From an optimization exercise on the open Yosys and OpenROAD flow, aimed at small area, a short achievable clock period and few clock cycles; shortcuts taken in it are not production practice.
The RTL was checked by simulation tests, not by an equivalence proof against the original design.
Power figures rest on the tool's default switching activity, not on a simulated workload.

==> flow/design.v <==
module dat_huff (
    input  wire        clk,
    input  wire        rst,
    input  wire        cmd_valid,
    output wire        cmd_ready,
    input  wire [2:0]  cmd_op,
    input  wire [15:0] cmd_arg,
    input  wire        in_valid,
    output wire        in_ready,
    input  wire [31:0] in_data,
    output reg         sym_valid,
    input  wire        sym_ready,
    output reg  [8:0]  sym_data,
    output reg  [1:0]  err
);
    localparam NS = 285;             
    localparam NG = 36;              
    localparam OP_NOP    = 3'd0;
    localparam OP_CLEAR  = 3'd1;
    localparam OP_SETLEN = 3'd2;
    localparam OP_BUILD  = 3'd3;
    localparam OP_INIT   = 3'd4;
    localparam OP_DECODE = 3'd5;
    localparam ERR_INVALID = 2'd1;
    localparam ERR_CORRUPT = 2'd2;
    localparam S_IDLE  = 3'd0;
    localparam S_BWAIT = 3'd1;
    localparam S_WALK  = 3'd2;
    localparam S_SCAN  = 3'd3;
    localparam S_DEC   = 3'd4;
    reg [2:0] state;
    reg       rdy;
    reg       empty;
    reg       rst_r;                 
    assign cmd_ready = rdy;
    wire acc   = cmd_valid & rdy;
    wire ok    = (err == 2'd0);
    genvar gs, gl, gj;
    reg        c_clr;                
    reg  [8:0] c_sym;                
    reg  [4:0] c_len;
    reg  [4:0] c_dh;                 
    reg  [7:0] c_dm;                 
    reg  [7:0] c_dl;                 
    wire [5*288-1:0] lenv;
    assign lenv[5*288-1:5*NS] = {(5*(288-NS)){1'b0}};
    wire len_clr = rst_r | c_clr;
    generate
        for (gs = 0; gs < NS; gs = gs + 1) begin : g_len
            reg [4:0] q;
            always @(posedge clk)
                if (len_clr)
                    q <= 5'd0;
                else if (c_dh[gs/64] && c_dm[(gs/8)%8] && c_dl[gs%8])
                    q <= c_len;
            assign lenv[5*gs +: 5] = q;
        end
    endgenerate
    reg  [5:0]  sc_g;                
    reg         in_scan;
    wire [5:0]  rd_g    = in_scan ? sc_g : c_sym[8:3];
    wire [39:0] rd_grp  = lenv[40*rd_g +: 40];
    wire [4:0]  old_len = rd_grp[5*c_sym[2:0] +: 5];
    reg        su_v;
    reg        su_oldp;              
    reg  [4:0] su_new;
    reg        dirty;                
    reg  [8:0] cnt [1:31];
    reg        pl_v;                 
    reg        pl_c;                 
    reg  [4:0] pl_l;
    reg  [8:0] pl_s;
    wire       in_walk = (state == S_WALK);
    wire       dirty_n = dirty || (su_v && su_oldp);    
    wire       cnt_clr = len_clr || (state == S_BWAIT && dirty_n);
    wire [4:0] ci_l    = pl_c ? pl_l : su_new;
    wire       ci_en   = pl_c ? pl_v : (su_v && !su_oldp);
    wire [8:0] c_rd    = cnt[in_walk ? wl : ci_l];
    wire [8:0] ci_bus  = cnt_clr ? 9'd0 : (c_rd + 9'd1);
    generate
        for (gl = 1; gl <= 31; gl = gl + 1) begin : g_cnt
            always @(posedge clk)
                if (cnt_clr || (ci_en && ci_l == gl))
                    cnt[gl] <= ci_bus;
        end
    endgenerate
    reg  [8:0] lo [1:31];            
    reg  [8:0] Q  [1:31];            
    reg  [4:0] lmax;
    reg  [4:0] wl;
    reg  [8:0] wa;                   
    reg  [8:0] wv;                   
    reg        wst;                  
    reg        wrd;                  
    reg  [4:0] wlb;
    reg  [8:0] wn;
    wire [8:0] w_n    = wn;
    wire [9:0] w_t    = {1'b0, wv} + {1'b0, w_n};
    wire [8:0] w_a    = wa + w_n;
    wire       w_over = (w_n != 9'd0) && (wlb <= 5'd8) && (w_t > (10'd1 << wlb));
    wire [8:0] w_pow  = 9'd1 << wlb;                         
    wire [8:0] w_msk  = (wlb >= 5'd9) ? 9'h1FF : (w_pow - 9'd1);
    wire [8:0] w_lo   = (w_pow + ~wv + ~wn + 9'd2) & w_msk;     
    wire [8:0] w_q    = wa + w_pow + ~wv + ~wn + 9'd2;          
    reg  [39:0] sc_buf;
    reg  [7:0]  sc_m;
    reg  [5:0]  sc_bg;
    reg  [4:0]  pw_h;                
    reg  [7:0]  pw_m;
    reg  [7:0]  pw_l;
    reg  [8:0]  pw_s;
    wire [7:0]  sc_low  = sc_m & (~sc_m + 8'd1);
    wire [7:0]  sc_rest = sc_m & ~sc_low;
    wire [2:0]  sc_j    = {|(sc_low & 8'hF0), |(sc_low & 8'hCC), |(sc_low & 8'hAA)};
    wire [7:0]  rd_pres;
    generate
        for (gj = 0; gj < 8; gj = gj + 1) begin : g_pres
            assign rd_pres[gj] = |rd_grp[5*gj +: 5];
        end
    endgenerate
    wire [8:0] pl_q   = Q[pl_l];
    wire [8:0] pl_idx = pl_q - lo[pl_l];
    wire       pl_p   = pl_v && !pl_c;   
    wire [8:0] q_bus  = in_walk ? w_q : (pl_q + 9'd1);
    generate
        for (gl = 1; gl <= 31; gl = gl + 1) begin : g_tab
            localparam [8:0] LO_MASK = (gl >= 9) ? 9'h1FF : ((9'd1 << gl) - 9'd1);
            always @(posedge clk) begin
                if (in_walk && wrd && wlb == gl)
                    lo[gl] <= w_lo & LO_MASK;
                if ((in_walk && wrd && wlb == gl) || (pl_p && pl_l == gl))
                    Q[gl]  <= q_bus;
            end
        end
    endgenerate
    wire [9*NS-1:0] sav;
    generate
        for (gs = 0; gs < NS; gs = gs + 1) begin : g_sa
            reg [8:0] q;
            always @(posedge clk)
                if (pw_h[gs/64] && pw_m[(gs/8)%8] && pw_l[gs%8])
                    q <= pw_s;
            assign sav[9*gs +: 9] = q;
        end
    endgenerate
    reg  [63:0] wr;
    reg  [6:0]  kc;                  
    reg  [31:0] pw;                  
    reg         pwv;
    reg         need;                
    reg  [15:0] dec_left;
    assign in_ready = need;
    wire [31:0] w = wr[63:32];
    wire [32:1] ge;                  
    wire [32:1] eqx;                 
    wire [8:0]  c9 [1:31];           
    wire [31:1] kn_ok;               
    wire [31:1] lmask;
    assign ge[32]  = 1'b0;
    assign eqx[32] = 1'b0;
    generate
        for (gl = 1; gl <= 31; gl = gl + 1) begin : g_dec
            wire [8:0] lq = lo[gl];
            assign kn_ok[gl] = kc >= gl;
            assign lmask[gl] = lmax >= gl;
            if (gl <= 9) begin : g_s
                wire [gl-1:0] code = w[31 -: gl];
                assign c9[gl]  = code;
                assign ge[gl]  = lmask[gl] & (code >= lq[gl-1:0]);
                if (gl == 1) begin : g_1
                    assign eqx[gl] = lmask[gl] & lq[0] & ~code[0];
                end else begin : g_n
                    assign eqx[gl] = lmask[gl] & lq[0] & ~code[0] &
                                     (code[gl-1:1] == lq[gl-1:1]);
                end
            end else begin : g_l
                wire [8:0] code = w[40-gl -: 9];
                wire       ones = &w[31 -: (gl-9)];
                assign c9[gl]  = code;
                assign ge[gl]  = lmask[gl] & ones & (code >= lq);
                assign eqx[gl] = lmask[gl] & ones & lq[0] & ~code[0] &
                                 (code[8:1] == lq[8:1]);
            end
        end
    endgenerate
    wire [31:1] oh    = ge[31:1] & ~ge[32:2];
    wire        d_any = ge[1];
    wire        d_gap = |(oh & eqx[32:2]);
    wire        d_hit = d_any & ~d_gap;
    reg  [4:0] d_len;
    reg  [8:0] d_q;
    reg  [8:0] d_c;
    integer k;
    always @(*) begin
        d_len = 5'd0;
        d_q   = 9'd0;
        d_c   = 9'd0;
        for (k = 1; k <= 31; k = k + 1) begin
            d_len = d_len | ({5{oh[k]}} & k[4:0]);
            d_q   = d_q   | ({9{oh[k]}} & Q[k]);
            d_c   = d_c   | ({9{oh[k]}} & c9[k]);
        end
    end
    wire d_valid = d_any ? |(oh & kn_ok) : (kc != 7'd0);
    wire [63:0] pw_al = ~({~pw, 32'd0} >> kc);
    wire [63:0] wr_m  = pwv ? (wr & pw_al) : wr;
    wire [7:0] sh_b;
    wire [3:0] sh_a;
    generate
        for (gj = 0; gj < 8; gj = gj + 1) begin : g_shb
            if (gj == 0) begin : g_b0
                assign sh_b[gj] = oh[8] | oh[16] | oh[24] | ~d_any;
            end else begin : g_bn
                assign sh_b[gj] = oh[gj] | oh[gj+8] | oh[gj+16] | (gj < 8 ? oh[gj+24] : 1'b0);
            end
        end
        for (gj = 0; gj < 4; gj = gj + 1) begin : g_sha
            if (gj == 0) begin : g_a0
                assign sh_a[gj] = |oh[7:1] | ~d_any;
            end else if (gj == 3) begin : g_a3
                assign sh_a[gj] = |oh[31:24];
            end else begin : g_an
                assign sh_a[gj] = |oh[8*gj+7:8*gj];
            end
        end
    endgenerate
    reg  [63:0] wr_s1;
    reg  [63:0] wr_sh;
    integer b, l2;
    always @(*) begin
        for (b = 0; b < 64; b = b + 1) begin
            wr_s1[b] = 1'b0;
            for (l2 = 0; l2 < 8; l2 = l2 + 1)
                wr_s1[b] = wr_s1[b] | (sh_b[l2] & ((b >= l2) ? wr_m[b - l2] : 1'b1));
        end
        for (b = 0; b < 64; b = b + 1) begin
            wr_sh[b] = 1'b0;
            for (l2 = 0; l2 < 4; l2 = l2 + 1)
                wr_sh[b] = wr_sh[b] | (sh_a[l2] & ((b >= 8*l2) ? wr_s1[b - 8*l2] : 1'b1));
        end
    end
    reg        r1v;
    reg  [8:0] r1q;
    reg  [8:0] r1c;
    reg        r2v;
    reg  [8:0] r2i;
    reg  [1:0] fcnt;
    reg  [8:0] fe0;
    reg  [8:0] fe1;
    reg        fwp;
    reg        frp;
    wire mv     = r2v && (fcnt != 2'd2);
    wire r2_ld  = !r2v || mv;
    wire r1_ld  = !r1v || r2_ld;
    wire [8:0] r1i = r1q + ~r1c;
    wire f_pre  = (state == S_DEC) && (dec_left != 16'd0) && r1_ld;
    wire f_shift = f_pre && d_valid;
    wire f_hit  = f_shift && d_hit;
    wire f_miss = f_shift && !d_hit;
    wire       more   = (dec_left != 16'd1);
    wire [6:0] kc_m   = kc + (pwv ? 7'd32 : 7'd0);
    reg  [6:0] kc_sh;
    integer k2;
    always @(*) begin
        kc_sh = 7'd0;
        for (k2 = 1; k2 <= 31; k2 = k2 + 1)
            kc_sh = kc_sh | ({7{oh[k2]}} & (kc_m - k2[6:0]));
    end
    wire [31:1] lw_mask;             
    generate
        for (gl = 1; gl <= 31; gl = gl + 1) begin : g_lw
            assign lw_mask[gl] = kc < 7'd32 + gl;
        end
    endgenerate
    wire       lw_need = |(oh & lw_mask);
    wire [8:0] s2_sym = sav[9*r2i +: 9];
    wire pop = sym_valid && sym_ready;
    wire [1:0] fcnt_n = fcnt + {1'b0, mv} - {1'b0, pop};
    wire       frp_n  = frp ^ pop;
    wire [8:0] fe0_n  = (mv && !fwp) ? s2_sym : fe0;
    wire [8:0] fe1_n  = (mv &&  fwp) ? s2_sym : fe1;
    always @(posedge clk)
        sym_data <= frp_n ? fe1_n : fe0_n;
    wire dec_done = (dec_left == 16'd0) && !need && !pwv && !r1v && !r2v &&
                    (fcnt == 2'd0 || (fcnt == 2'd1 && pop));
    wire a_dec = acc && ok && cmd_op == OP_DECODE && cmd_arg != 16'd0;
    wire a_inv = acc && ok && (cmd_op[2:1] == 2'b11 ||
                 (cmd_op == OP_SETLEN && cmd_arg[8:0] >= NS));
    wire a_set = acc && ok && cmd_op == OP_SETLEN && cmd_arg[8:0] < NS;
    always @(posedge clk) begin
        rst_r <= rst;
        if (rst) begin
            state    <= S_IDLE;
            rdy      <= 1'b1;
            err      <= 2'd0;
            empty    <= 1'b1;
            c_clr    <= 1'b0;
            c_dh     <= 5'd0;
            su_v     <= 1'b0;
            dirty    <= 1'b0;
            pl_c     <= 1'b0;
            kc       <= 7'd0;
            wr       <= {64{1'b1}};
            pwv      <= 1'b0;
            need     <= 1'b0;
            dec_left <= 16'd0;
            r1v      <= 1'b0;
            r2v      <= 1'b0;
            fcnt     <= 2'd0;
            fwp      <= 1'b0;
            frp      <= 1'b0;
            sym_valid <= 1'b0;
            pl_v     <= 1'b0;
            pw_h     <= 5'd0;
            in_scan  <= 1'b0;
        end else begin
            c_clr <= acc && ok && cmd_op == OP_CLEAR;
            c_dh  <= a_set ? (5'd1 << cmd_arg[8:6]) : 5'd0;
            c_dm  <= 8'd1 << cmd_arg[5:3];
            c_dl  <= 8'd1 << cmd_arg[2:0];
            c_sym <= cmd_arg[8:0];
            c_len <= cmd_arg[13:9];
            if (a_inv)
                err <= ERR_INVALID;
            if (acc && ok && cmd_op == OP_INIT) begin
                kc  <= 7'd0;
                wr  <= {64{1'b1}};
            end
            if (acc && ok && cmd_op == OP_BUILD) begin
                state <= S_BWAIT;
                rdy   <= 1'b0;
            end
            if (a_dec) begin
                if (empty) begin
                    err <= ERR_CORRUPT;
                end else begin
                    state    <= S_DEC;
                    rdy      <= 1'b0;
                    dec_left <= cmd_arg;
                    need     <= !kc[6] && !kc[5];
                end
            end
            su_v    <= c_dh != 5'd0;
            su_oldp <= old_len != 5'd0;
            su_new  <= c_len;
            if (c_clr)
                dirty <= 1'b0;
            else if (su_v && su_oldp)
                dirty <= 1'b1;
            pl_v <= 1'b0;
            pw_h <= 5'd0;
            if (pl_p) begin
                pw_h <= 5'd1 << pl_idx[8:6];
                pw_m <= 8'd1 << pl_idx[5:3];
                pw_l <= 8'd1 << pl_idx[2:0];
                pw_s <= pl_s;
            end
            case (state)
            S_BWAIT: begin
                if (dirty_n) begin
                    dirty   <= 1'b0;
                    state   <= S_SCAN;
                    in_scan <= 1'b1;
                    sc_g    <= 6'd0;
                    sc_m    <= 8'd0;
                    pl_c    <= 1'b1;
                end else begin
                    state <= S_WALK;
                    pl_c  <= 1'b0;
                end
                wl    <= 5'd31;
                wrd   <= 1'b0;
                wa    <= 9'd0;
                wv    <= 9'd0;
                wst   <= 1'b0;
            end
            S_WALK: begin
                wn  <= c_rd;
                wlb <= wl;
                wl  <= wl - 5'd1;
                wrd <= 1'b1;
                if (wrd) begin
                wa <= w_a;
                wv <= w_t[9:1] + {8'd0, w_t[0]};
                if (w_n != 9'd0 && !wst) begin
                    wst  <= 1'b1;
                    lmax <= wlb;
                end
                if (w_over) begin
                    err   <= ERR_CORRUPT;
                    state <= S_IDLE;
                    rdy   <= 1'b1;
                end else if (wlb == 5'd1) begin
                    empty <= (w_a == 9'd0);
                    if (w_a == 9'd0) begin
                        state <= S_IDLE;
                        rdy   <= 1'b1;
                    end else begin
                        state   <= S_SCAN;
                        in_scan <= 1'b1;
                        sc_g    <= 6'd0;
                        sc_m    <= 8'd0;
                    end
                end
                end
            end
            S_SCAN: begin
                if (sc_m != 8'd0) begin
                    pl_v <= 1'b1;
                    pl_l <= sc_buf[5*sc_j +: 5];
                    pl_s <= {sc_bg, sc_j};
                end
                if (sc_rest == 8'd0) begin
                    if (sc_g != NG) begin
                        sc_buf <= rd_grp;
                        sc_m   <= rd_pres;
                        sc_bg  <= sc_g;
                        sc_g   <= sc_g + 6'd1;
                    end else begin
                        sc_m    <= 8'd0;
                        in_scan <= 1'b0;
                        if (pl_c) begin
                            state <= S_BWAIT;
                        end else begin
                            state <= S_IDLE;
                            rdy   <= 1'b1;
                        end
                    end
                end else begin
                    sc_m <= sc_rest;
                end
            end
            default: ;
            endcase
            if (need && in_valid) begin
                pw   <= in_data;
                pwv  <= 1'b1;
                need <= 1'b0;
            end
            if (pwv)
                pwv <= 1'b0;
            if (f_shift) begin
                wr <= wr_sh;
                kc <= kc_sh;
            end else if (pwv) begin
                wr <= wr_m;
                kc <= kc_m;
            end
            if (f_hit) begin
                dec_left <= dec_left - 16'd1;
                if (!need && !pwv && more && lw_need)
                    need <= 1'b1;
            end
            if (f_miss) begin
                dec_left <= 16'd0;
                err      <= ERR_CORRUPT;
            end
            if (r1_ld) begin
                r1v <= f_hit;
                r1q <= d_q;
                r1c <= d_c;
            end
            if (r2_ld) begin
                r2v <= r1v;
                r2i <= r1i;
            end
            if (mv) begin
                if (fwp)
                    fe1 <= s2_sym;
                else
                    fe0 <= s2_sym;
                fwp <= ~fwp;
            end
            if (pop)
                frp <= ~frp;
            fcnt      <= fcnt_n;
            sym_valid <= fcnt_n != 2'd0;
            if (state == S_DEC && dec_done) begin
                state <= S_IDLE;
                rdy   <= 1'b1;
            end
        end
    end
endmodule
==> flow/flow/run.sh <==
#!/bin/bash
# The standard layout (standard.sh), with its timing repair aimed at a
# 15 ns setup margin instead of 0, so that repair keeps shortening paths
# well below the 20 ns clock period. The SDC and every other step and
# setting are the standard flow's. make's full output goes to standard.log.
set -euo pipefail
export SETUP_SLACK_MARGIN=15
bash standard.sh > standard.log 2>&1
==> flow/standard.sh <==
#!/bin/bash
# synth_recipe.tcl (not shown) runs the flow's synth.tcl, then flattens the netlist and writes it again
# the make line also repeats each setting of config.mk as NAME=value (left out here)
make -C /OpenROAD-flow-scripts/flow DESIGN_CONFIG=/design/flow/config.mk WORK_HOME=/design/flow/orfs CLKGATE_MAP_FILE= SYNTH_SCRIPT=/design/flow/synth_recipe.tcl "${@:-finish}"
==> flow/config.mk <==
export PLATFORM = sky130hd
export DESIGN_NAME = dat_huff
export DESIGN_NICKNAME = dat_huff
export VERILOG_FILES = /design/flow/design.v
export SDC_FILE = /design/flow/constraint.sdc
export NUM_CORES = 8
export LEC_CHECK = 0
export CAP_MARGIN = 20
export CORE_MARGIN = 2
export CORE_UTILIZATION = 60
export CTS_CLUSTER_DIAMETER = 70
export CTS_CLUSTER_SIZE = 20
export SLEW_MARGIN = 20
==> flow/constraint.sdc <==
create_clock -name core_clock -period 20.0 [get_ports {clk}]
set_input_delay 4.0000 -clock core_clock [delete_from_list [all_inputs] [get_ports {clk}]]
set_output_delay 4.0000 -clock core_clock [all_outputs]
set_load 0.01 [all_outputs]
==> run summary, run 1 <==
• outcome: complete, no violations
• number of antenna violations at the first check in global routing: 46
• y dimension of the die: 629 microns
• horizontal extent of the die: 629 microns
• measured slew at the worst slew-check pin: 1.36 ns
• classification of the worst setup path: register to output pin
• CTS tree: done
• HP Class: register to register
• share of the yosys chip area belonging to registers: 59.6%
• final-stage net count: 19400
• via count of the first global-routing pass: 161000
• GRT Max-Usage Layer: met2
• end point of the worst hold path: pl_s[3]
• TNS Setup: 0 ns
• Worst path max stage delay: 0.50 ns
• Async SR Flop Fraction: 0%
• reported max-cap violation count: 0
• Routed wire per std cell: 32.9 microns
• number of design rule violations left after detail routing: 0
• Post-DP HPWL: 486000 microns
• core box area: 0.389 sq mm
• # port buffers: 69
• pin count of the biggest net entering global routing: 216
• top cells by area, synth: sky130_fd_sc_hd__edfxtp_1 46%, sky130_fd_sc_hd__dfxtp_1 13%, sky130_fd_sc_hd__mux4_2 9.1%
• global-route congestion overflow total: 0
• mean post-synth cell area: 12.0 sq um
• Static Leak: 83.2 nW
• master cell of the clock root buffer: sky130_fd_sc_hd__clkbuf_16
• layout overhead on the synthesized area: 8.39%
• worst setup path startpoint: sym_valid
• cell count of the worst reg-to-reg path: 12
• Boundary Pins: 70
• launch point of the worst hold path: sc_bg[0]
• startpoint type of the worst setup path: register
• global-route total usage across every layer: 39.4%
• Clock Skews: 0.0407 ns
• cells along the critical path: buf_6
• count of standard-cell rows: 229
• arrival time reported for the critical path endpoint: 1.64 ns
• period utilisation layout: 28.2%
• endpoints failing hold: 0
• Yosys cell types: 106
• CP max-delay cell: sky130_fd_sc_hd__dfxtp_4
• number of violations reported at the end of detailed-routing iteration 0: 28500
• detailed-route vias per instance: 7.10
• H-tree Lvls: 5
• number of sinks driven by the clock tree: 5176
• required time of the critical path: 16.00 ns
• clock period minus worst slack: 5.64 ns
• worst hold path depth: 0
• most frequent cell after synthesis: sky130_fd_sc_hd__edfxtp_1
• area occupied by multi-input gates: 0.0893 sq mm
• area leader, netlist: sky130_fd_sc_hd__edfxtp_1
• area share of the largest cell type after synthesis: 46.4%
• share of final-layout standard cells stronger than drive strength 1: 13.5%
• routing usage on met1: 54.8%
• highest net fanout along the worst path: 2
• worst rel slew slack: 8.77%
• Pre-Repair DR Iteration Count: 14
• IR drop worst, VDD: 110 uV
• maximum clock frequency: 0.177 GHz
• placed standard-cell area: 0.241 sq mm
• endpoint class of the critical path: output pin
• Net Count, Synth: 20000
• Setup violations, final: 0
• max-slew violation count: 0
• register area: 0.140 sq mm
• global-route wire length before repair: 1150000 microns
• power density over cell area: 86.6 mW/mm^2
• met3 usage in global routing: 10.9%
• met2 Use GR: 58.2%
• clock latency reported for the late side of the worst-skew pair: 0.99 ns
• post-synthesis cell area: 0.235 sq mm
• unrepaired setup endpoints after global routing: true
• starting utilization of the core area: 60.3%
• CTS Buffer Depth: 4
• endpoint of the worst register-to-register path: wr[22]
• total die area: 0.396 sq mm
• startpoint of the worst-slack reg-to-reg timing path: wr[52]
• list of most frequent post-synthesis cells: 3622 x sky130_fd_sc_hd__edfxtp_1, 2902 x sky130_fd_sc_hd__nand2_1, 1955 x sky130_fd_sc_hd__nand3_1
• total wirelength of the detailed-routed design: 801000 microns
• kind of cell adding the most delay to the critical path: flip-flops
• vias: 173000
• slack of the worst reg-to-reg path: 14.88 ns
• cell area after layout: 0.254 sq mm
• EDFF count, synth: 3622
• primary flip-flop cell chosen by synthesis mapping: sky130_fd_sc_hd__edfxtp_1
• hold_buf cts: 0
• total of warnings raised by yosys: 31
• crit path buf inv count: 1
• Mapped Cells: 19500
• GP Congestion: 1.04
• number of buffers added by the clock tree synthesis step: 327
• end-of-flow core utilization: 65.4%
• clock transition at the register clock pins on the worst setup and hold paths after CTS: 0.08 ns
• flops & latches, synth: 5176
• number of filler instances in the final layout: 29600
• Worst Hold Margin: 0.424 ns
• Antenna Violating Nets Remaining: 0
-- worst register-to-register path, stage by stage, from the launching register on --
cell and delay, ns:
sky130_fd_sc_hd__dfxtp_1 0.35, sky130_fd_sc_hd__buf_4 0.48, sky130_fd_sc_hd__nand3_2 0.36, sky130_fd_sc_hd__nor3_1 0.45, sky130_fd_sc_hd__nand4_1 0.33, sky130_fd_sc_hd__o2111a_2 0.55, sky130_fd_sc_hd__nor4_4 0.33, sky130_fd_sc_hd__buf_4 0.55
sky130_fd_sc_hd__o21ai_0 0.22, sky130_fd_sc_hd__or4_1 0.70, sky130_fd_sc_hd__a22oi_1 0.20, sky130_fd_sc_hd__o211ai_1 0.15, sky130_fd_sc_hd__a221o_1 0.33
-- area by class of cell --
class                   count  area share (%)
clock inverters            97           0.437
repair buffers            680            2.64
inverters                 412           0.629
diodes                     54          0.0531
well taps                5197            2.56
clock buffers             425            3.52
multi-input cells       12300            35.1
flip-flops and latches   5176            55.0
-- state kept, by name, summed over array words and instances, names as in the netlist, 32 cells and up --
| register | count |
|---|---|
| cnt | 279 |
| g_dec.lq | 36 |
| g_len.q | 1425 |
| pw | 32 |
| lo | 207 |
| Q | 279 |
| sc_buf | 40 |
| g_sa.q | 2565 |
| wr | 64 |
-- placed cells by master, fill, tap and decap left out, types with 299 or more instances in the layout --
master                      instances
sky130_fd_sc_hd__inv_1            398
sky130_fd_sc_hd__ha_1             337
sky130_fd_sc_hd__edfxtp_1        3622
sky130_fd_sc_hd__a21oi_1         1754
sky130_fd_sc_hd__nand2_1         2890
sky130_fd_sc_hd__mux2i_1          299
sky130_fd_sc_hd__and3_1           375
sky130_fd_sc_hd__buf_4            479
sky130_fd_sc_hd__clkbuf_16        349
sky130_fd_sc_hd__dfxtp_1         1526
sky130_fd_sc_hd__a22oi_1          441
sky130_fd_sc_hd__nand3_1         1946
sky130_fd_sc_hd__mux4_2           943
sky130_fd_sc_hd__nor2_1           456
-- stage by stage --
step           power, W  instances  worst slack, ns
2_1_floorplan    0.0138      19500            14.17
3_3_place_gp     0.0149      23700            12.81
3_5_place_dp     0.0150      23700            12.87
4_1_cts          0.0219      24300            14.35
5_1_grt          0.0226      24300            14.37
6_report         0.0220      24400            14.36
-- repair_timing --
| item | CTS | global route |
|---|---|---|
| buffers inserted | 40 | 54 |
| cloned | 19 | 9 |
| gates resized for setup | 404 | 169 |
| endpoints found under the setup margin | 630 | 534 |
| pin swaps | 22 | 27 |
-- metal layers --
layer	vias to the layer above	wire, microns
met5	-	590
met4	38	46000
met3	2395	101000
met2	11700	350000
met1	85900	304000
li1	73000	-
-- cell families after synthesis --
logic type      Yosys count  share of synthesized area, %
compound gates         4049                          11.1
xor+xnor                105                         0.392
buf+inv                2035                          3.36
fa+ha+maj               371                          2.07
flops                  5176                          59.6
simple gates           6488                          12.7
mux                    1319                          10.7
-- how the worst max path moves through the flow --
stage                      endpoint  slack, ns  cells after the start
final                     sym_valid      14.36                      1
after global routing      sym_valid      14.37                      1
after CTS                 sym_valid      14.35                      1
after detailed placement       need      12.87                     12
after global placement         need      12.81                     12
after floorplan            sc_bg[0]      14.17                      3
-- where the power goes --
| part | switching [W] | internal [W] | leakage (nW) |
|---|---|---|---|
| logic | 0.00206 | 0.000742 | 32.9 |
| clock network | 0.00373 | 0.00332 | 4.88 |
| registers | 0.000152 | 0.0120 | 45.4 |
Testbench counts, summed over its fixed seeds: cycles 106,447.
==> inputs of run 2 (changes only) <==
--- a/flow/design.v
+++ b/flow/design.v
@@ -46,12 +46,12 @@
     assign lenv[5*288-1:5*NS] = {(5*(288-NS)){1'b0}};
     wire len_clr = rst_r | c_clr;
+    wire [4:0] len_d = c_len & {5{~len_clr}};
     generate
         for (gs = 0; gs < NS; gs = gs + 1) begin : g_len
             reg [4:0] q;
+            wire we = len_clr || (c_dh[gs/64] && c_dm[(gs/8)%8] && c_dl[gs%8]);
             always @(posedge clk)
-                if (len_clr)
-                    q <= 5'd0;
-                else if (c_dh[gs/64] && c_dm[(gs/8)%8] && c_dl[gs%8])
-                    q <= c_len;
+                if (we)
+                    q <= len_d;
             assign lenv[5*gs +: 5] = q;
         end
==> run summary, run 2 <==
• required time of the critical path: 16.00 ns, about the same
• most frequent cell after synthesis: sky130_fd_sc_hd__edfxtp_1
• number of antenna violations at the first check in global routing: 50, +8.7%
• IR drop worst, VDD: 95.0 uV, -14%
• detailed-route vias per instance: 7.35, +3.6%
• clock network fraction of design power: 29.5%, -2.5 points
• H-tree Lvls: 5, unchanged
• kind of cell adding the most delay to the critical path: flip-flops
• Post-DP HPWL: 450000 microns, -7.3%
• horizontal extent of the die: 618 microns, -1.8%
• maximum clock frequency: 0.179 GHz, +1.2%
• reported max-cap violation count: 0, unchanged
• CP max-delay cell: sky130_fd_sc_hd__dfxtp_4
• y dimension of the die: 618 microns, -1.8%
• Switching Share: 26.9%, -0.087 points
• EDFF count, synth: 5047, +39%
• most common library cell in the layout ignoring fill and taps: sky130_fd_sc_hd__edfxtp_1
• clock period minus worst slack: 5.57 ns, -0.0655 ns
• worst rel slew slack: 14.8%, +6.1 points
• largest register by flop count: g_sa.q
• endpoint of the worst register-to-register path: wr[25]
• Worst path max stage delay: 0.49 ns, about the same
• max reg flops: 2565, unchanged
• highest-count cells in the layout ignoring fill and taps: 5047 x sky130_fd_sc_hd__edfxtp_1, 1453 x sky130_fd_sc_hd__nand2_1, 1068 x sky130_fd_sc_hd__mux4_2
• Async SR Flop Fraction: 0%, unchanged
• endpoint class of the critical path: output pin
• number of violations reported at the end of detailed-routing iteration 0: 24700, -13%
• mean post-synth cell area: 15.9 sq um, +32%
• list of most frequent post-synthesis cells: 5047 x sky130_fd_sc_hd__edfxtp_1, 1464 x sky130_fd_sc_hd__nand2_1, 1068 x sky130_fd_sc_hd__mux4_2
• pin count of the biggest net entering global routing: 251, +16%
• Pre-Repair DR Iteration Count: 20, +6
• number of sinks driven by the clock tree: 5176, unchanged
• largest registers: g_sa.q x2565, g_len.q x1425
• area share of the largest cell type after synthesis: 67.0%, +21 points
• master cell of the clock root buffer: sky130_fd_sc_hd__clkbuf_16
• post-synthesis cell area: 0.226 sq mm, -3.6%
• GP Congestion: 1.01, -2.9%
• cell count of the worst reg-to-reg path: 15, +3
• total die area: 0.382 sq mm, -3.6%
• register area: 0.154 sq mm, +10%
• layout overhead on the synthesized area: 9.32%
• area occupied by multi-input gates: 0.0692 sq mm, -23%
• highest net fanout along the worst path: 2, unchanged
• period utilisation layout: 27.9%, -0.33 points
• area leader, netlist: sky130_fd_sc_hd__edfxtp_1
• placed standard-cell area: 0.234 sq mm, -2.9%
• flops & latches, synth: 5176, unchanged
• starting utilization of the core area: 60.3%, about the same
• number of buffers added by the clock tree synthesis step: 324, -0.92%
• cell-internal power: 0.0169 W, +4.9%
• global-route total usage across every layer: 37.6%, -1.8 points
• outcome: complete, no violations
• Antenna Violating Nets Remaining: 0, unchanged
• Mapped Cells: 14200, -27%
• HP Class: register to register
• power dissipated by switching net loads: 0.00621 W, +4.4%
• endpoints failing hold: 0, unchanged
• vias: 143000, -18%
• clock latency reported for the late side of the worst-skew pair: 0.98 ns, about the same
• worst setup path startpoint: sym_valid
• global-route congestion overflow total: 0, unchanged
• primary flip-flop cell chosen by synthesis mapping: sky130_fd_sc_hd__edfxtp_1
• Boundary Pins: 70, unchanged
• startpoint type of the worst setup path: register
• count of cell instances traversed by the critical path: 1, unchanged
• number of design rule violations left after detail routing: 0, unchanged
• cell area after layout: 0.247 sq mm, -2.8%
• CTS Buffer Depth: 4, unchanged
• number of filler instances in the final layout: 25500, -14%
• max-slew violation count: 0, unchanged
• # port buffers: 69, unchanged
• global-route wire length before repair: 1020000 microns, -11%
• unrepaired setup endpoints after global routing: true
• measured slew at the worst slew-check pin: 1.28 ns, -0.0804 ns
• crit path buf inv count: 1, unchanged
• Routed wire per std cell: 37.5 microns, +14%
• top cells by area, synth: sky130_fd_sc_hd__edfxtp_1 67%, sky130_fd_sc_hd__mux4_2 11%, sky130_fd_sc_hd__nand2_1 2.4%
• share of final-layout standard cells stronger than drive strength 1: 17.9%, +4.5 points
• via count of the first global-routing pass: 137000, -15%
• startpoint of the worst-slack reg-to-reg timing path: wr[60]
• power density over cell area: 93.3 mW/mm^2, +7.8%
• clock transition at the register clock pins on the worst setup and hold paths after CTS: 0.08 ns, about the same
• Setup violations, final: 0, unchanged
• fraction of power consumed by sequential logic: 55.6%, +0.3 points
• cells along the critical path: buf_6
• slack of the worst reg-to-reg path: 14.81 ns, -0.07 ns
• Static Leak: 84.0 nW, +0.89%
• total wirelength of the detailed-routed design: 728000 microns, -9.2%
• arrival time reported for the critical path endpoint: 1.57 ns, -0.07 ns
• Clock Skews: 0.0612 ns, +0.0206 ns
• CTS tree: done
• final-stage net count: 14700, -24%
• share of the yosys chip area belonging to registers: 68.2%, +8.6 points
• core box area: 0.375 sq mm, -3.6%
• count of standard-cell rows: 225, -1.7%
• Net Count, Synth: 14700, -27%
• classification of the worst setup path: register to output pin
• TNS Setup: 0 ns, unchanged
• combinational group share of total power: 15.0%, +2.3 points
• Setup crit end: sym_valid
• Yosys cell types: 105, -0.94%
• total of warnings raised by yosys: 31, unchanged
[run 2: cell types whose count changed after synthesis, moves of 125 or more]
cell,change
sky130_fd_sc_hd__a21oi_1,-1343
sky130_fd_sc_hd__clkbuf_1,-545
sky130_fd_sc_hd__dfxtp_1,-1425
sky130_fd_sc_hd__edfxtp_1,+1425
sky130_fd_sc_hd__mux4_2,+125
sky130_fd_sc_hd__nand2_1,-1438
sky130_fd_sc_hd__nand3_1,-1713
[run 2: power by group through the flow]
stage                     clock (W)  sequential, W  combinational (W)
after floorplan                   0         0.0130            0.00182
after global placement            0         0.0130            0.00310
after detailed placement          0         0.0131            0.00317
after CTS                   0.00685         0.0128            0.00327
after global routing        0.00718         0.0129            0.00356
final                       0.00680         0.0128            0.00345
[run 2: routing by layer]
layer	vias to the layer above	wire [microns]	global-route usage (%)	share of wire (%)
met5	-	510	0.492	0.070
met4	27	42100	16.5	5.8
met3	2367	91900	9.20	13
met2	10700	325000	56.4	45
met1	72400	269000	52.9	37
li1	57200	-	-	-
[run 2: layout make-up]
type / instances / share of cell area [%]
flip-flops and latches: 5176 / 62.4
multi-input cells: 7708 / 28.0
clock buffers: 386 / 3.46
repair buffers: 617 / 2.55
well taps: 4994 / 2.53
inverters: 401 / 0.630
clock inverters: 91 / 0.426
diodes: 24 / 0.0243
[run 2: worst min-delay path by stage]
stage,from,to,slack [ns],cells past startpoint
final,sc_bg[0],pl_s[3],0.42,0
after global routing,sc_bg[3],pl_s[6],0.44,0
after CTS,sc_bg[0],pl_s[3],0.43,0
after detailed placement,sc_bg[0],pl_s[3],0.41,0
after global placement,sc_bg[0],pl_s[3],0.41,0
after floorplan,sc_bg[0],pl_s[3],0.40,0
[run 2: through the flow]
stage	worst slack, ns	total power [W]	hold slack [ns]	cells	util (%)
after floorplan	14.07	0.0148	0.400	14200	-
after global placement	12.09	0.0161	0.414	18800	62.3
after detailed placement	12.40	0.0162	0.412	18800	62.4
after CTS	14.39	0.0229	0.428	19300	65.5
after global routing	14.43	0.0236	0.440	19400	65.9
final	14.43	0.0231	0.424	19400	65.9
[run 2: worst register-to-register path: stages (launching register included)]
cell and delay, ns:
sky130_fd_sc_hd__dfxtp_1 0.34, sky130_fd_sc_hd__buf_8 0.29, sky130_fd_sc_hd__inv_1 0.33, sky130_fd_sc_hd__or4_4 0.65, sky130_fd_sc_hd__nor2b_2 0.23, sky130_fd_sc_hd__a211oi_4 0.09, sky130_fd_sc_hd__buf_4 0.27, sky130_fd_sc_hd__buf_6 0.29
sky130_fd_sc_hd__or2_0 0.27, sky130_fd_sc_hd__buf_4 0.23, sky130_fd_sc_hd__nor2_4 0.23, sky130_fd_sc_hd__buf_12 0.22, sky130_fd_sc_hd__o22ai_1 0.12, sky130_fd_sc_hd__or4_1 0.69, sky130_fd_sc_hd__a221oi_1 0.60, sky130_fd_sc_hd__a22oi_1 0.20
[run 2: kinds of logic after synthesis]
logic type	after synthesis	synth area share, %
xor+xnor	104	0.403
fa+ha+maj	371	2.15
mux	1327	11.8
flops	5176	68.2
simple gates	3353	7.02
compound gates	2538	8.07
buf+inv	1379	2.37
[run 2: what timing repair did]
action	in CTS	in global routing
pin swaps	19	38
setup endpoints to repair	556	435
gates resized for setup	417	184
buffers inserted	53	47
hold buffers	0	0
gates cloned	21	9
Testbench counts of run 2, summed over its fixed seeds: cycles 106,447.
==> inputs of run 3 (changes only) <==
--- a/flow/design.v
+++ b/flow/design.v
@@ -289,4 +289,14 @@
     wire a_set = acc && ok && cmd_op == OP_SETLEN && cmd_arg[8:0] < NS;
     always @(posedge clk) begin
+        c_dm    <= 8'd1 << cmd_arg[5:3];
+        c_dl    <= 8'd1 << cmd_arg[2:0];
+        c_sym   <= cmd_arg[8:0];
+        c_len   <= cmd_arg[13:9];
+        su_oldp <= old_len != 5'd0;
+        su_new  <= c_len;
+        wn      <= c_rd;
+        wlb     <= wl;
+    end
+    always @(posedge clk) begin
         rst_r <= rst;
         if (rst) begin
@@ -317,8 +327,4 @@
             c_clr <= acc && ok && cmd_op == OP_CLEAR;
             c_dh  <= a_set ? (5'd1 << cmd_arg[8:6]) : 5'd0;
-            c_dm  <= 8'd1 << cmd_arg[5:3];
-            c_dl  <= 8'd1 << cmd_arg[2:0];
-            c_sym <= cmd_arg[8:0];
-            c_len <= cmd_arg[13:9];
             if (a_inv)
                 err <= ERR_INVALID;
@@ -342,6 +348,4 @@
             end
             su_v    <= c_dh != 5'd0;
-            su_oldp <= old_len != 5'd0;
-            su_new  <= c_len;
             if (c_clr)
                 dirty <= 1'b0;
@@ -376,6 +380,4 @@
             end
             S_WALK: begin
-                wn  <= c_rd;
-                wlb <= wl;
                 wl  <= wl - 5'd1;
                 wrd <= 1'b1;
==> run summary, run 3 <==
• outcome: complete, no violations
• TNS Setup: 0 ns, unchanged
• arrival time reported for the critical path endpoint: 1.56 ns, about the same
• classification of the worst setup path: register to output pin
• EDFF count, synth: 4997, -0.99%
• Boundary Pins: 70, unchanged
• primary flip-flop cell chosen by synthesis mapping: sky130_fd_sc_hd__edfxtp_1
• Setup violations, final: 0, unchanged
• most common library cell in the layout ignoring fill and taps: sky130_fd_sc_hd__edfxtp_1
• Antenna Violating Nets Remaining: 0, unchanged
• kind of cell adding the most delay to the critical path: flip-flops
• number of antenna violations at the first check in global routing: 46, -8.0%
• required time of the critical path: 16.00 ns, about the same
• cell area after layout: 0.250 sq mm, +1.1%
• starting utilization of the core area: 60.2%, -0.10 points
• placement-stage worst setup slack: 12.89 ns, +0.489 ns
• final cell count without fillers: 20400, +5.3%
• area share of the largest cell type after synthesis: 65.9%, -1.1 points
• most frequent cell after synthesis: sky130_fd_sc_hd__edfxtp_1
• crit path buf inv count: 1, unchanged
• measured slew at the worst slew-check pin: 1.29 ns, +0.00803 ns
• global-route congestion overflow total: 0, unchanged
• placed standard-cell area: 0.236 sq mm, +0.68%
• slack of the worst reg-to-reg path: 14.95 ns, +0.14 ns
• total wirelength of the detailed-routed design: 761000 microns, +4.5%
• HP Class: register to register
• max reg flops: 2565, unchanged
• Post-DP HPWL: 471000 microns, +4.7%
• clock latency reported for the late side of the worst-skew pair: 1.01 ns, +0.03 ns
• largest registers: g_sa.q x2565, g_len.q x1425
• count of standard-cell rows: 226, +0.44%
• startpoint type of the worst setup path: register
• Worst path max stage delay: 0.47 ns, -0.02 ns
• number of buffers added by the clock tree synthesis step: 327, +0.93%
• highest-count cells in the layout ignoring fill and taps: 4997 x sky130_fd_sc_hd__edfxtp_1, 1944 x sky130_fd_sc_hd__nand2_1, 956 x sky130_fd_sc_hd__mux4_2
• total die area: 0.384 sq mm, +0.64%
• post-synthesis cell area: 0.228 sq mm, +0.65%
• share of the yosys chip area belonging to registers: 67.5%, -0.66 points
• via count of the first global-routing pass: 142000, +3.7%
• count of cell instances traversed by the critical path: 1, unchanged
• largest register by flop count: g_sa.q
• number of design rule violations left after detail routing: 0, unchanged
• Static Leak: 85.5 nW, +1.8%
• CTS tree: done
• Routed wire per std cell: 37.3 microns, -0.71%
• hold_buf cts: 0, unchanged
• CP max-delay cell: sky130_fd_sc_hd__dfxtp_4
• endpoints failing hold: 0, unchanged
• unrepaired setup endpoints after global routing: true
• power density over cell area: 91.4 mW/mm^2, -2.1%
• detailed-route vias per instance: 7.30, -0.70%
• worst rel slew slack: 14.3%, -0.54 points
• final-stage net count: 15600, +6.6%
• cells along the critical path: buf_6
• highest net fanout along the worst path: 2, unchanged
• global-route total usage across every layer: 38.9%, +1.3 points
• IR drop worst, VDD: 205 uV, +120%
• global-route wire length before repair: 1060000 microns, +3.5%
• horizontal extent of the die: 620 microns, +0.32%
• GP Congestion: 1.04, +3.4%
• max-slew violation count: 0, unchanged
• number of sinks driven by the clock tree: 5176, unchanged
• Clock Skews: 0.0718 ns, +0.0106 ns
• flops & latches, synth: 5176, unchanged
• period utilisation layout: 27.8%, -0.054 points
• number of cells after detailed placement: 19700, +4.9%
• Net Count, Synth: 15600, +6.2%
• number of violations reported at the end of detailed-routing iteration 0: 25400, +2.6%
• reported max-cap violation count: 0, unchanged
• Async SR Flop Fraction: 0%, unchanged
• list of most frequent post-synthesis cells: 4997 x sky130_fd_sc_hd__edfxtp_1, 1966 x sky130_fd_sc_hd__nand2_1, 956 x sky130_fd_sc_hd__mux4_2
• cell count of the worst reg-to-reg path: 16, +1
• final setup margin: 14.44 ns, +0.0108 ns
• pin count of the biggest net entering global routing: 247, -1.6%
• Pre-Repair DR Iteration Count: 15, -25%
• clock transition at the register clock pins on the worst setup and hold paths after CTS: 0.08 ns, about the same
• y dimension of the die: 620 microns, +0.32%
• endpoint class of the critical path: output pin
• Yosys cell types: 112, +6.7%
• H-tree Lvls: 5, unchanged
• vias: 149000, +4.5%
• total of warnings raised by yosys: 31, unchanged
• area leader, netlist: sky130_fd_sc_hd__edfxtp_1
• master cell of the clock root buffer: sky130_fd_sc_hd__clkbuf_16
• # port buffers: 69, unchanged
• layout overhead on the synthesized area: 9.79%
• top cells by area, synth: sky130_fd_sc_hd__edfxtp_1 66%, sky130_fd_sc_hd__mux4_2 9.5%, sky130_fd_sc_hd__nand2_1 3.2%
• clock period minus worst slack: 5.56 ns, -0.0108 ns
• worst hold path depth: 0, unchanged
• maximum clock frequency: 0.180 GHz, +0.19%
• Mapped Cells: 15200, +6.4%
• mean post-synth cell area: 15.0 sq um, -5.4%
• core box area: 0.378 sq mm, +0.82%
• share of final-layout standard cells stronger than drive strength 1: 17.3%, -0.59 points
• CTS Buffer Depth: 4, unchanged
## run 3: power breakdown
part	total [W]	internal (W)	switching, W
Clock	0.00687	0.00324	0.00364
Sequential	0.0130	0.0128	0.000214
Combinational	0.00297	0.000825	0.00214
Total	0.0228	0.0168	0.00600
## run 3: final timing paths
kind                     to  startpoint
setup / recovery  sym_valid   sym_valid
hold / removal      pl_s[5]    sc_bg[2]
setup reg to reg     wr[18]      wr[63]
hold reg to reg     pl_s[5]    sc_bg[2]
## run 3: per-layer routing
layer / track usage [%] / wire length (microns)
met1: 52.6 / 272000
met2: 58.7 / 340000
met3: 10.9 / 101000
met4: 18.7 / 47000
met5: 0.278 / 411
## run 3: final cells by class
cell class,count,area (sq um)
clock inverters,90,1080
multi-input cells,8427,70800
diodes,49,123
well taps,5016,6280
repair buffers,716,7090
clock buffers,398,8680
flip-flops and latches,5176,154000
inverters,545,2100
fillers,26200,128000
## run 3: logic make-up (layout without fill, tap and decap cells)
| group | after synthesis | in the layout | synth area share (%) |
|---|---|---|---|
| adder cells (fa/ha/maj) | 369 | 369 | 2.12 |
| other | 0 | 49 | 0 |
| flip-flops | 5176 | 5176 | 67.5 |
| XOR/XNOR | 114 | 115 | 0.439 |
| buffers and inverters | 1574 | 1749 | 2.71 |
| AO/OA/AOI/OAI | 2571 | 2573 | 8.14 |
| AND/OR/NAND/NOR | 4151 | 4155 | 8.46 |
| multiplexers | 1211 | 1215 | 10.6 |
## run 3: metrics by stage
step	utilization, %	hold WS (ns)	power, W
6_report	66.0	0.412	0.0228
5_1_grt	66.0	0.423	0.0233
4_1_cts	65.5	0.408	0.0227
3_5_place_dp	62.3	0.407	0.0159
3_3_place_gp	62.3	0.408	0.0159
2_1_floorplan	-	0.323	0.0146
## run 3: timing repair
action | 4_1_cts | 5_1_grt
pin swaps | 42 | 61
setup endpoints to repair | 723 | 654
setup buffers | 94 | 74
cloned | 10 | 16
resized for setup | 439 | 275
Testbench counts of run 3, summed over its fixed seeds: cycles 106,447.

what the ideal ports hide:
How much do the figures lean on ideal ports? The routed layouts below were timed once more, with nothing changed but the port constraints.
Step 1 assumes that a clkbuf_16 drives the clock port and a buf_2 every other input.
Step 2 adds t to the input delays and takes it off the output delays; t is the mean of the earliest and latest rising clock arrival at the registers after step 1. Input paths then give back, and output paths get back, about the clock's delay inside the block.
a / b / c = ideal / step 1 / step 2; a / b = the first two.
| run | t, ns | setup WS [ns] | hold slack, ns | worst register clock-pin slew, ns | worst data-port slew with drivers (ns) |
|---|---|---|---|---|---|
| run 1 | 1.113 | 14.361 / 14.222 / 13.721 | 0.424 / 0.424 / 0.424 | 0.09 / 0.09 | 0.33 |
| run 2 | 1.075 | 14.426 / 14.303 / 14.008 | 0.424 / 0.424 / 0.424 | 0.09 / 0.09 | 0.19 |
| run 3 | 1.101 | 14.437 / 14.306 / 13.619 | 0.412 / 0.412 / 0.412 | 0.09 / 0.09 | 0.17 |
After both steps every run listed still meets setup and hold. For run 3, which loses most, drivers alone change the setup slack by -0.131 ns; drivers and shift together by -0.818 ns.
